From an optimization exercise on the open Yosys and OpenROAD flow, aimed at small area, a short achievable clock period and few clock cycles; shortcuts taken in it are not production practice. In this exercise RTL edits were held to simulation tests only and were not proved equivalent to the original.

Design yuv_encoder, start of the top module:
module yuv_encoder (
    input  wire        clk,
    input  wire        rst,
    input  wire        reg_we,
    input  wire [3:0]  reg_addr,
    input  wire [31:0] reg_wdata,
    output reg  [31:0] reg_rdata,
    output reg         mem_req,
    output reg         mem_we,
    output wire [31:0] mem_addr,
    output reg  [7:0]  mem_wdata,
    input  wire [7:0]  mem_rdata,
    input  wire        mem_ready
);
    localparam [31:0] ID_VALUE = 32'h59555601;
    localparam [4:0] S_IDLE = 5'd0,
                     S_MUL  = 5'd1,    
                     S_T1   = 5'd2,    
                     S_T2   = 5'd3,    
                     S_CMP  = 5'd4,    
                     S_GO   = 5'd5,    
                     S_CRD  = 5'd6,    
                     S_CWR  = 5'd7,    
                     S_BR   = 5'd8,    
                     S_BY   = 5'd9,    
                     S_BA   = 5'd10,   
                     S_TR   = 5'd11,   
                     S_TY   = 5'd12,   
                     S_TA   = 5'd13,   
                     S_U    = 5'd14,   
                     S_V    = 5'd15,   
                     S_CW0  = 5'd16,   
                     S_CPR  = 5'd17;   
    reg [31:0] variant_r, width_r, height_r, src_r, dst0_r, dst1_r, dst2_r;
    reg        st_busy, st_done, st_err;
    reg [2:0]  st_code;
    reg [1:0]  jvar;
    reg [4:0]  state;
    reg [30:0] jw;           
    reg [30:0] xc;           
    reg [30:0] yc;           
    reg [31:0] ps, pd0, pd1, pd2;
    reg [31:0] ma;           
    reg [4:0]  mi;
    reg        ovf;
    reg [3:0]  ck;
    reg        cf, rfail, ofail;
    reg [1:0]  bc;           
    reg        px;           
    reg [7:0]  rr, gr, br, a0, a1;
    reg [7:0]  y00, y01, y10, y11;   
    reg [9:0]  su, sv;
    reg        clru, clrv;           
    reg        pre;                  
    reg [14:0] nyr, nur;
    reg [17:0] nvr;
    reg        tf1, tf2, tf3;
    reg [1:0]  tg1, tg2;             
    wire alpha  = jvar[0];
    wire planar = jvar[1];
    wire        okdone = st_done & ~st_err;
    wire [1:0]  nout   = okdone ? (jvar[1] ? (jvar[0] ? 2'd3 : 2'd2) : 2'd1) : 2'd0;
    wire [11:0] kinds  = !okdone ? 12'h000 :
  ...
==> flow/config.mk <==
export PLATFORM = sky130hd
export DESIGN_NAME = yuv_encoder
export DESIGN_NICKNAME = yuv_encoder
export VERILOG_FILES = /design/flow/design.v
export SDC_FILE = /design/flow/constraint.sdc
export NUM_CORES = 4
export LEC_CHECK = 0
export CAP_MARGIN = 20
export CORE_MARGIN = 2
export CORE_UTILIZATION = 50
export SLEW_MARGIN = 60
==> flow/constraint.sdc <==
create_clock -name core_clock -period 25.0 [get_ports {clk}]
set_input_delay 5.0000 -clock core_clock [delete_from_list [all_inputs] [get_ports {clk}]]
set_output_delay 5.0000 -clock core_clock [all_outputs]
set_load 0.01 [all_outputs]
standard.sh (not shown) runs the stock make flow with config.mk's settings and CLKGATE_MAP_FILE= SYNTH_SCRIPT=/design/flow/synth_recipe.tcl, a recipe that flattens the netlist after the stock synthesis.
==> flow/flow/run.sh <==
#!/bin/bash
# Layout: the standard flow (standard.sh, all steps unchanged), except that
# the buffers that placement puts on every input and output port are
# sky130_fd_sc_hd__buf_4 instead of the resizer's default choice.
# The whole output of the standard flow goes to standard.log in this folder.
set -o pipefail
export BUFFER_PORTS_ARGS="-buffer_cell sky130_fd_sc_hd__buf_4"
bash standard.sh > standard.log 2>&1
Testbench counts at the start, summed over its fixed seeds: cycles 151,768.
==> next run, changes <==
Settings changed: ABC_AREA from default to 1, CAP_MARGIN 20 to 0.
What happened:
- global-route usage grows by 0.41 points
- die area barely changes
- via count grows by a few percent
- routed wire length rises slightly
==> next run, changes <==
Settings changed: CAP_MARGIN 0 to 20, SLEW_MARGIN 60 to 20.
Effect: Die area does not change; worst setup slack gets worse by 0.76 ns; maximum frequency fell by 5.8%; final area fell by 0.62%; clock skew fell by 0.016 ns; routed wire length barely changes; first-iteration DRC count rose by 1.8%; final cell count is about the same; area after synthesis does not change.
==> next run, changes <==
Settings changed: SLEW_MARGIN 20 to 80.
Outcome: Final cell count goes up by 3.1%; setup slack improves by 0.87 ns; via count goes up by 3.0%; critical path depth goes up by 3; core utilization goes up by 6.5 points; cell area goes up by 12%; hold slack degrades by 0.0082 ns.
==> next run, changes <==
Settings changed: SLEW_MARGIN 80 to 60.
Result: The changed run ran to the end with no violations. Non-clock buffer count drops by 250. Routed wire length drops by 2.0%. Design area decreases by 9.9%. Utilization drops by 6.1 points. Synthesized area is unchanged. Hold slack degrades by 0.0076 ns.

## static timing again, ports no longer ideal
The flow's constraints put no driver on any port. The routed layouts listed below were extracted and timed again, unchanged, in two steps.
Step 1: set_driving_cell puts a clkbuf_16 on clk and a buf_2 on each other input, an assumption about the parent block.
Step 2 moves the port delays by t, midway between the first and last clock arrival at a register: inputs arrive t later, outputs are due t later. That takes back most of the time a late clock gives input paths.
Slacks: no drivers / after step 1 / after step 2; pairs: no drivers / after step 1.
| run | t (ns) | setup WS [ns] | hold WS [ns] | worst register clock-pin slew, ns | worst data-port slew with drivers (ns) |
|---|---|---|---|---|---|
| the first run | 0.757 | 13.069 / 13.037 / 13.037 | 0.450 / 0.450 / 0.450 | 0.07 / 0.07 | 0.11 |
| the second run | 0.748 | 12.704 / 12.681 / 12.681 | 0.410 / 0.410 / 0.410 | 0.07 / 0.07 | 0.16 |
| the third run | 0.756 | 11.948 / 11.924 / 11.924 | 0.426 / 0.426 / 0.426 | 0.07 / 0.07 | 0.16 |
| the fourth run | 0.756 | 12.813 / 12.791 / 12.791 | 0.418 / 0.418 / 0.418 | 0.07 / 0.07 | 0.15 |
| the fifth run | 0.748 | 12.704 / 12.681 / 12.681 | 0.410 / 0.410 / 0.410 | 0.07 / 0.07 | 0.16 |
After both steps every run listed still meets setup and hold. For the first run, which loses most, drivers alone change the setup slack by -0.032 ns; drivers and shift together by -0.032 ns.
